Background: an optimization exercise with open tools, aiming at small area, a short achievable clock period and few clock cycles. Do not read the settings as production practice. The RTL was checked by simulation tests, not by an equivalence proof against the original design.

### flow/design.v
module sloth_modmul #(
    parameter W = 128,
    parameter K = 3
) (
    input  wire [W+1:0] ss,
    input  wire [W+1:0] sc,
    input  wire [K-1:0] a,
    input  wire [W:0]   b,
    input  wire [W-1:0] p,
    output wire [W+1:0] ss_o,
    output wire [W+1:0] sc_o
);
    wire [W+1:0] s_s [0:K];
    wire [W+1:0] s_c [0:K];
    assign s_s[0] = ss;
    assign s_c[0] = sc;
    genvar j;
    generate
        for (j = 0; j < K; j = j + 1) begin : g_step
            wire [W+2:0] x1 = {1'b0, s_s[j]};
            wire [W+2:0] x2 = {1'b0, s_c[j]};
            wire [W+2:0] x3 = a[j] ? {2'b0, b} : {(W+3){1'b0}};
            wire [W+2:0] u  = x1 ^ x2 ^ x3;
            wire [W+2:0] v  = {(x1 & x2) | (x1 & x3) | (x2 & x3), 1'b0};
            wire         q  = u[0];
            wire [W+2:0] y3 = q ? {3'b0, p} : {(W+3){1'b0}};
            wire [W+2:0] s2 = u ^ v ^ y3;
            wire [W+2:0] c2 = (u & v) | (u & y3) | (v & y3);
            assign s_s[j+1] = s2[W+2:1];
            assign s_c[j+1] = c2[W+1:0];
        end
    endgenerate
    assign ss_o = s_s[K];
    assign sc_o = s_c[K];
endmodule
module sloth_round_engine #(
    parameter W = 128
) (
    input  wire         clk,
    input  wire         rst,
    input  wire         start,
    input  wire         mode,
    input  wire [31:0]  rounds,
    input  wire [W-1:0] p,
    input  wire [W-1:0] x,
    output wire         ready,
    output reg          done,
    output wire [W-1:0] y,
    output reg          xr
);
    localparam K   = 3;
    localparam NIT = (W + K - 1) / K;    
    localparam NR  = NIT * K;
    localparam S_IDLE  = 4'd0;
    localparam S_INIT  = 4'd1;    
    localparam S_INIT2 = 4'd2;    
    localparam S_ROUND = 4'd3;    
    localparam S_DBL   = 4'd4;    
    localparam S_EXP   = 4'd5;    
    localparam S_MM    = 4'd6;    
    localparam S_CONV  = 4'd7;    
    localparam S_XLD   = 4'd8;    
    localparam S_DMX   = 4'd9;    
    localparam OP_SQ  = 3'd0;
    localparam OP_MUL = 3'd1;
    localparam OP_OUT = 3'd2;
    localparam OP_RED = 3'd3;
    localparam OP_DSQ = 3'd4;
    reg [3:0]    state;
    reg          rdy;
    reg          mode_r;
    reg [31:0]   rc;
    reg [W-1:0]  P;
    reg [W-1:0]  X;
    reg [W:0]    A;
    reg [W:0]    B;
    reg [W+1:0]  Ss, Sc;
    reg [7:0]    bl_r;        
    reg [6:0]    t_r;         
    reg [7:0]    n_r;         
    reg [7:0]    it_cnt;      
    reg [8:0]    dbl_cnt;
    reg [6:0]    i_r;         
    reg [2:0]    op;
    reg          ph;          
    assign ready = rdy;
    assign y     = X;
    function [7:0] bitlen;
        input [W-1:0] v;
        integer k;
        begin
            bitlen = 8'd0;
            for (k = 0; k < W; k = k + 1)
                if (v[k]) bitlen = k + 1;
        end
    endfunction
    function [6:0] tones;
        input [W-3:0] v;
        integer k;
        reg f;
        begin
            tones = 7'd0;
            f = 1'b1;
            for (k = 0; k < W - 2; k = k + 1) begin
                f = f & v[k];
                if (f) tones = k + 1;
            end
        end
    endfunction
    wire [7:0] bl_p2 = bl_r + 8'd2;
    wire [7:0] n_calc = ((bl_p2 + K - 1) / K) * K;
    wire [W-1:0] m_th;    
    wire [W-1:0] hi_th;   
    genvar g;
    generate
        for (g = 0; g < W; g = g + 1) begin : g_th
            assign m_th[g]  = (g < bl_r[7:1]);
            assign hi_th[g] = (g >= bl_r);
        end
    endgenerate
    wire big = |(X & hi_th);
    wire [W-2:0] pk = {1'b0, P[W-1:2]};
    wire e_bit = (i_r > t_r) ? pk[i_r] : (i_r == t_r);
    wire [W+1:0] ss_n, sc_n;
    sloth_modmul #(.W(W), .K(K)) u_mm (
        .ss   (Ss),
        .sc   (Sc),
        .a    (A[K-1:0]),
        .b    (B),
        .p    (P),
        .ss_o (ss_n),
        .sc_o (sc_n)
    );
    wire [W+1:0] cpa_full = Ss + Sc;
    wire [W:0]   cpa = cpa_full[W:0];
    localparam U_X = 2'd0, U_DBL = 2'd1, U_MX = 2'd2, U_B = 2'd3;
    reg  [1:0]   usel;
    reg  [W:0]   u;
    always @(*) begin
        case (usel)
        U_X:     u = {1'b0, X};
        U_DBL:   u = {X, 1'b0};
        U_MX:    u = {1'b0, X ^ m_th};
        default: u = B;
        endcase
    end
    wire [W+1:0] dsub = {1'b0, u} - {2'b0, P};
    wire         ge   = ~dsub[W+1];
    wire [W-1:0] red  = ge ? dsub[W-1:0] : u[W-1:0];
    always @(*) begin
        case (state)
        S_ROUND: usel = mode_r ? U_X : U_MX;
        S_DBL:   usel = U_DBL;
        S_XLD:   usel = U_B;
        S_DMX:   usel = U_MX;
        default: usel = U_X;
        endcase
    end
    wire [W:0] one = {{W{1'b0}}, 1'b1};
    always @(posedge clk) begin
        if (rst) begin
            state <= S_IDLE;
            rdy   <= 1'b1;
            done  <= 1'b0;
        end else begin
            done <= 1'b0;
            case (state)
            S_IDLE: begin
                if (start) begin
                    rdy    <= 1'b0;
                    mode_r <= mode;
                    P      <= p;
                    X      <= x;
                    rc     <= rounds;
                    state  <= S_INIT;
                end
            end
            S_INIT: begin
                bl_r <= bitlen(P);
                t_r  <= tones(P[W-1:2]);
                xr   <= ge;
                if (rc == 32'd0) begin
                    done  <= 1'b1;
                    rdy   <= 1'b1;
                    state <= S_IDLE;
                end else begin
                    state <= S_INIT2;
                end
            end
            S_INIT2: begin
                n_r   <= n_calc;
                state <= S_ROUND;
            end
            S_ROUND: begin
                ph <= 1'b0;
                if (big) begin
                    A       <= {1'b0, mode_r ? X : (X ^ m_th)};
                    B       <= one;
                    Ss      <= {(W+2){1'b0}};
                    Sc      <= {(W+2){1'b0}};
                    it_cnt  <= W;
                    op      <= OP_RED;
                    dbl_cnt <= mode_r ? NR : NR + n_r;
                    state   <= S_MM;
                end else begin
                    X       <= red;
                    dbl_cnt <= mode_r ? 9'd0 : {1'b0, n_r};
                    state   <= S_DBL;
                end
            end
            S_DBL: begin
                if (dbl_cnt != 9'd0) begin
                    X       <= red;
                    dbl_cnt <= dbl_cnt - 1'b1;
                end else if (!mode_r) begin
                    i_r   <= bl_r[6:0] - 7'd2;
                    state <= S_EXP;
                end else if (!ph) begin
                    A       <= {1'b0, X};
                    ph      <= 1'b1;
                    dbl_cnt <= {1'b0, n_r};
                end else begin
                    B      <= {1'b0, X};
                    Ss     <= {(W+2){1'b0}};
                    Sc     <= {(W+2){1'b0}};
                    it_cnt <= bl_p2;
                    op     <= OP_DSQ;
                    state  <= S_MM;
                end
            end
            S_EXP: begin
                if (e_bit) begin
                    A      <= {1'b0, X};
                    Ss     <= {(W+2){1'b0}};
                    Sc     <= {(W+2){1'b0}};
                    it_cnt <= bl_p2;
                    state  <= S_MM;
                    if (i_r == 7'd0) begin
                        B  <= one;
                        op <= OP_OUT;
                    end else begin
                        B   <= {1'b0, X};
                        op  <= OP_SQ;
                        i_r <= i_r - 1'b1;
                    end
                end else begin
                    i_r <= i_r - 1'b1;
                end
            end
            S_MM: begin
                Ss     <= ss_n;
                Sc     <= sc_n;
                A      <= A >> K;
                it_cnt <= it_cnt - K;
                if (it_cnt <= K)
                    state <= S_CONV;
            end
            S_CONV: begin
                Ss     <= {(W+2){1'b0}};
                Sc     <= {(W+2){1'b0}};
                it_cnt <= bl_p2;
                A      <= cpa;
                state  <= S_MM;
                case (op)
                OP_SQ: begin
                    if (e_bit) begin
                        B  <= {1'b0, X};
                        op <= OP_MUL;
                    end else if (i_r == 7'd0) begin
                        B  <= one;
                        op <= OP_OUT;
                    end else begin
                        B   <= cpa;
                        i_r <= i_r - 1'b1;
                    end
                end
                OP_MUL: begin
                    if (i_r == 7'd0) begin
                        B  <= one;
                        op <= OP_OUT;
                    end else begin
                        B   <= cpa;
                        op  <= OP_SQ;
                        i_r <= i_r - 1'b1;
                    end
                end
                default: begin
                    B     <= cpa;
                    state <= S_XLD;
                end
                endcase
            end
            S_XLD: begin
                X <= red;
                if (op == OP_RED) begin
                    state <= S_DBL;
                end else if (op == OP_DSQ) begin
                    state <= S_DMX;
                end else begin
                    rc <= rc - 1'b1;
                    if (rc == 32'd1) begin
                        done  <= 1'b1;
                        rdy   <= 1'b1;
                        state <= S_IDLE;
                    end else begin
                        state <= S_ROUND;
                    end
                end
            end
            S_DMX: begin
                X  <= red;
                rc <= rc - 1'b1;
                if (rc == 32'd1) begin
                    done  <= 1'b1;
                    rdy   <= 1'b1;
                    state <= S_IDLE;
                end else begin
                    state <= S_ROUND;
                end
            end
            default: state <= S_IDLE;
            endcase
        end
    end
endmodule
### flow/constraint.sdc
create_clock -name core_clock -period 14.0 [get_ports {clk}]
set_input_delay 2.8000 -clock core_clock [delete_from_list [all_inputs] [get_ports {clk}]]
set_output_delay 2.8000 -clock core_clock [all_outputs]
set_load 0.01 [all_outputs]
### flow/config.mk
export PLATFORM = sky130hd
export DESIGN_NAME = sloth_round_engine
export DESIGN_NICKNAME = sloth_round_engine
export VERILOG_FILES = /design/flow/design.v
export SDC_FILE = /design/flow/constraint.sdc
export NUM_CORES = 4
export LEC_CHECK = 0
export CAP_MARGIN = 20
export CORE_MARGIN = 2
export CORE_UTILIZATION = 40
export SLEW_MARGIN = 20
### flow/run.sh
#!/bin/bash
# synth_recipe.tcl (not shown) runs the flow's synth.tcl, then flattens the netlist and writes it again
# the make line also repeats each setting of config.mk as NAME=value (left out here)
make -C /OpenROAD-flow-scripts/flow DESIGN_CONFIG=/design/flow/config.mk WORK_HOME=/design/flow/orfs CLKGATE_MAP_FILE= SYNTH_SCRIPT=/design/flow/synth_recipe.tcl finish
==> impl_summary.txt <==
----------------------------------------------------
[Layout]
  Flip-flop and latch area ... about 26000 µm²
  Final cell count without fillers ... between 10000 and 15000
  Synthesis-to-finish area growth ... 12.4%
  Area taken by multi-input logic gates ... between 50000 and 60000 µm²
  Layout fillers ... 21287
  Net total in the final layout ... roughly 11000
  Fraction of layout cells with a size suffix above 1 ... 0.0479

[Floorplan]
  Starting Density ... 0.402
  Core area ... approximately 220000 µm²
  I/O Pins ... 423
  Width of the die ... 471 µm
  Die H ... roughly 470 µm
  Area of the die ... roughly 220000 µm²
  Number of cell rows ... around 170

[Routing]
  Final wirelength ... 420000 µm
  Routed vias ... between 80000 and 90000
  Drt first pass iters ... 8
  Antenna Violating Nets Remaining ... 0
  Routed wirelength normalized by instance count ... approximately 33 µm
  Vias per cell ... ~6.4
  Number of DRC markers in iteration 0 ... between 10000 and 15000
  Remaining DRCs ... 0

[Clocking]
  H-Tree Level Count ... 3
  Clock transition at path regs ... 60 ps
  Clock latency at the later pin of the worst-skew pair ... 820 ps
  TritonCTS buffer count ... 115
  CTS Root Cell ... sky130_fd_sc_hd__clkbuf_16
  CTS tree ... done
  CTS max path bufs ... 3
  Total of hold buffers inserted after clock tree synthesis ... 0
  Setup Buffers After CTS ... 0
  Cts repair resizes ... 0
  Total number of clock tree sinks ... 865

[Yosys]
  Largest family of logic cells by synthesized area ... adder cells
  Post-Synth Adder-Cell Area ... 0.219
  Synth warnings ... 2
  Post-synth top area share ... 0.296
  Share of async-settable or async-resettable flops after synthesis ... 0
  Synth Net Count ... 11196
  Syn Inst Count ... between 9000 and 10000
  Synthesized-area fraction occupied by and/or/nand/nor cells ... 0.180
  Synth Area in XOR/XNOR ... 0.0372
  EDFF count, synth ... ~860
  Post-synthesis mux area share ... 0.0104
  Number of distinct library cell variants in the gate-level netlist after synthesis ... around 110
  Library cell with the largest summed area after synthesis ... sky130_fd_sc_hd__edfxtp_1
  Sequential-to-total area share from yosys stat ... 0.297
  Most instantiated library cell after synthesis ... sky130_fd_sc_hd__nand2_1
  Yosys reg bits ... slightly below 900
  Ranking of synthesized cells by instance count ... sky130_fd_sc_hd__nand2_1 (1183), sky130_fd_sc_hd__edfxtp_1 (859), sky130_fd_sc_hd__o21ai_0 (823)
  Complex-gate fraction of the synthesized area ... 0.195
  Main area contributors after synthesis ... sky130_fd_sc_hd__edfxtp_1 (30%), sky130_fd_sc_hd__fa_1 (18%), sky130_fd_sc_hd__nand2_1 (5.1%)
  Commonest register cell after synthesis ... sky130_fd_sc_hd__edfxtp_1
  Mapped cell area ... about 87000 µm²
  Mean cell area of the mapped netlist ... 8.87 µm²

[Setup path]
  Flop2flop setup slack ... about 4100 ps
  R2r worst-path depth ... 24
  Setup crit end kind ... flip-flop
  Worst reg2reg path startpoint ... state[1]$_SDFFE_PP0P_
  Class of the most critical setup path ... flip-flop to flip-flop
  Reg2Reg Capture Point ... X[7]$_DFFE_PP_
  Crit path required time ... 14520 ps
  Largest fanout of any net on the critical path ... around 110
  Data arrival, critical path ... roughly 10000 ps
  Element type at the critical path start ... flip-flop

[Run]
  Max-cap violations ... 0

[Placement]
  Number of buffer cells added on primary ports ... around 420
  Total placed cells including tap cells ... 12631
  Placement Setup Slack ... 4640 ps
  RD Place Congestion ... approximately 1.1
  DPL Wire Length ... ~330000 µm

[Timing]
  Relative slew slack ... 0.148
  Minimum hold slack ... about 550 ps
  Share of the clock period used by the worst path after layout ... 0.705
  Final Max Slew Viols ... 0
  Final worst path period need ... 9870 ps
  Setup slack of the critical path after layout ... between 4000 and 5000 ps
  Clk_skew ... approximately 36 ps
  Final count of hold timing violations ... 0
  RSZ-0062 raised after global routing ... no
  Achievable frequency ... 101 MHz
  Setup violators final ... 0
  Worst Tran Pin Value ... approximately 1300 ps
  Total negative slack for setup checks ... 0 ps

[GRT]
  Pin count of the biggest net entering global routing ... 130
  Via count of the first global-routing pass ... between 70000 and 80000
  Remaining global-route overflow ... 0
  Initial antenna violation count ... 34
  First-pass GRT wire length ... 595000 µm
  GRT Resource Usage Total ... 0.369

[Hold path]
  Class of the tightest hold or removal check ... flip-flop to flip-flop
  Capture endpoint of the worst hold path ... A[69]$_DFFE_PP_
  Launch point of the worst hold path ... A[72]$_DFFE_PP_
  Cells on Worst Hold Path ... 2

[Run status]
  Outcome ... timing/DRC/antenna clean

----------------------------------------------------
layout make-up:
cell class / count / area share
Antenna cell: 12 / 0.000306
Clock buffer: 135 / 0.0305
Clock inverter: 80 / 0.00892
Inverter: 779 / 0.0299
Multi-Input combinational cell: 7557 / 0.574
Sequential cell: 865 / 0.264
Tap cell: 2854 / 0.0364
Timing Repair Buffer: 577 / 0.0559
placed cells by master (no fill, tap or decap), drive strengths merged, types with 107 or more instances in the layout:
cell / instances
a21oi: 728
xor2: 134
nand3: 179
buf: 155
nor2: 814
clkdlybuf4s50: 422
and2: 164
a21o: 191
ha: 292
o21ai: 846
fa: 773
and3: 303
nand2: 1187
nand2b: 181
a31oi: 142
edfxtp: 859
xnor2: 234
clkbuf: 135
nand4: 107
inv: 775
nor3: 152
registers in the layout (all words and copies together) (netlist names):
name     cells
rc          32
it_cnt       8
t_r          7
B          129
mode_r       1
rdy          1
A          129
X          128
ph           1
Ss         130
op           3
P          128
Sc         130
done         1
dbl_cnt      9
n_r          8
xr           1
i_r          7
state        4
bl_r         8
logic make-up (layout without fill, tap and decap cells):
group | count (synthesis) | in the layout
AOI/OAI and AO/OA | 2721 | 2721
xor gates and xnor gates | 368 | 368
adders and majority gates | 1065 | 1065
buffers and inverters | 1417 | 1571
DFF | 865 | 865
muxes | 63 | 63
other | 0 | 12
and+or+nand+nor | 3340 | 3340
worst max-delay path by stage:
stage,start,to,slack (ps),cells past startpoint
final,state[1]$_SDFFE_PP0P_,X[7]$_DFFE_PP_,4130,24
after global routing,state[3]$_SDFFE_PP0P_,X[7]$_DFFE_PP_,3850,24
after CTS,state[3]$_SDFFE_PP0P_,X[39]$_DFFE_PP_,4580,24
after detailed placement,state[3]$_SDFFE_PP0P_,X[7]$_DFFE_PP_,4640,24
after global placement,state[3]$_SDFFE_PP0P_,X[0]$_DFFE_PP_,4790,25
after floorplan,start,X[0]$_DFFE_PP_,3000,5
metrics by stage:
step / util / area [µm²]
floorplan: - / 87300
global placement: 0.434 / 94100
detailed placement: 0.434 / 94100
CTS: 0.452 / 98000
global route: 0.452 / 98100
finish: 0.452 / 98100
critical path: stages, from the launching register on:
cell and delay, ps:
sky130_fd_sc_hd__dfxtp_1 670, sky130_fd_sc_hd__nor2_1 220, sky130_fd_sc_hd__and2_1 400, sky130_fd_sc_hd__nor2_4 730, sky130_fd_sc_hd__buf_4 600, sky130_fd_sc_hd__or3_1 190, sky130_fd_sc_hd__a21oi_1 60, sky130_fd_sc_hd__a21oi_1 220
sky130_fd_sc_hd__o21ai_0 170, sky130_fd_sc_hd__ha_1 480, sky130_fd_sc_hd__and3_1 290, sky130_fd_sc_hd__nand4_1 340, sky130_fd_sc_hd__or2_1 370, sky130_fd_sc_hd__a211o_1 230, sky130_fd_sc_hd__a211oi_1 700, sky130_fd_sc_hd__o211ai_1 510
sky130_fd_sc_hd__a211oi_1 910, sky130_fd_sc_hd__o31ai_1 240, sky130_fd_sc_hd__o21ai_1 250, sky130_fd_sc_hd__nand2_1 110, sky130_fd_sc_hd__and2_4 260, sky130_fd_sc_hd__inv_6 440, sky130_fd_sc_hd__buf_12 400, sky130_fd_sc_hd__mux2i_1 280
sky130_fd_sc_hd__a21oi_1 90
layer usage:
| metal | wire, µm | global-route usage | part of all wire | vias to the layer above |
|---|---|---|---|---|
| met4 | 26400 | 0.191 | 0.063 | 28 |
| li1 | - | - | - | 34825 |
| met5 | 205 | 0 | 0.00049 | - |
| met2 | 179000 | 0.548 | 0.43 | 5266 |
| met3 | 45200 | 0.0892 | 0.11 | 982 |
| met1 | 169000 | 0.499 | 0.40 | 41297 |
Testbench counts, summed over its fixed seeds: cycles 87,529.

-- static timing again, ports no longer ideal --
How much do the figures lean on ideal ports? The routed layout below was timed once more, with nothing changed but the port constraints. Step 1 assumes that a clkbuf_16 drives the clock port and a buf_2 every other input. Step 2, shift: input delay + t, output delay - t, t = (earliest + latest rising clock arrival at the registers) / 2. This alone moves slack from input paths to output paths. a / b / c = ideal / step 1 / step 2; a / b = the first two.
shift t [ns]: 0.900
setup slack, ns: 4.126 / 4.126 / 4.126
worst setup path at the end: register to register
slew at the worst register clock pin (ns): 0.07 / 0.07
cell pins on the clock port's net: 1
After both steps setup and hold are still met in this run. For this run, drivers alone change the setup slack by 0.000 ns; drivers and shift together by 0.000 ns.
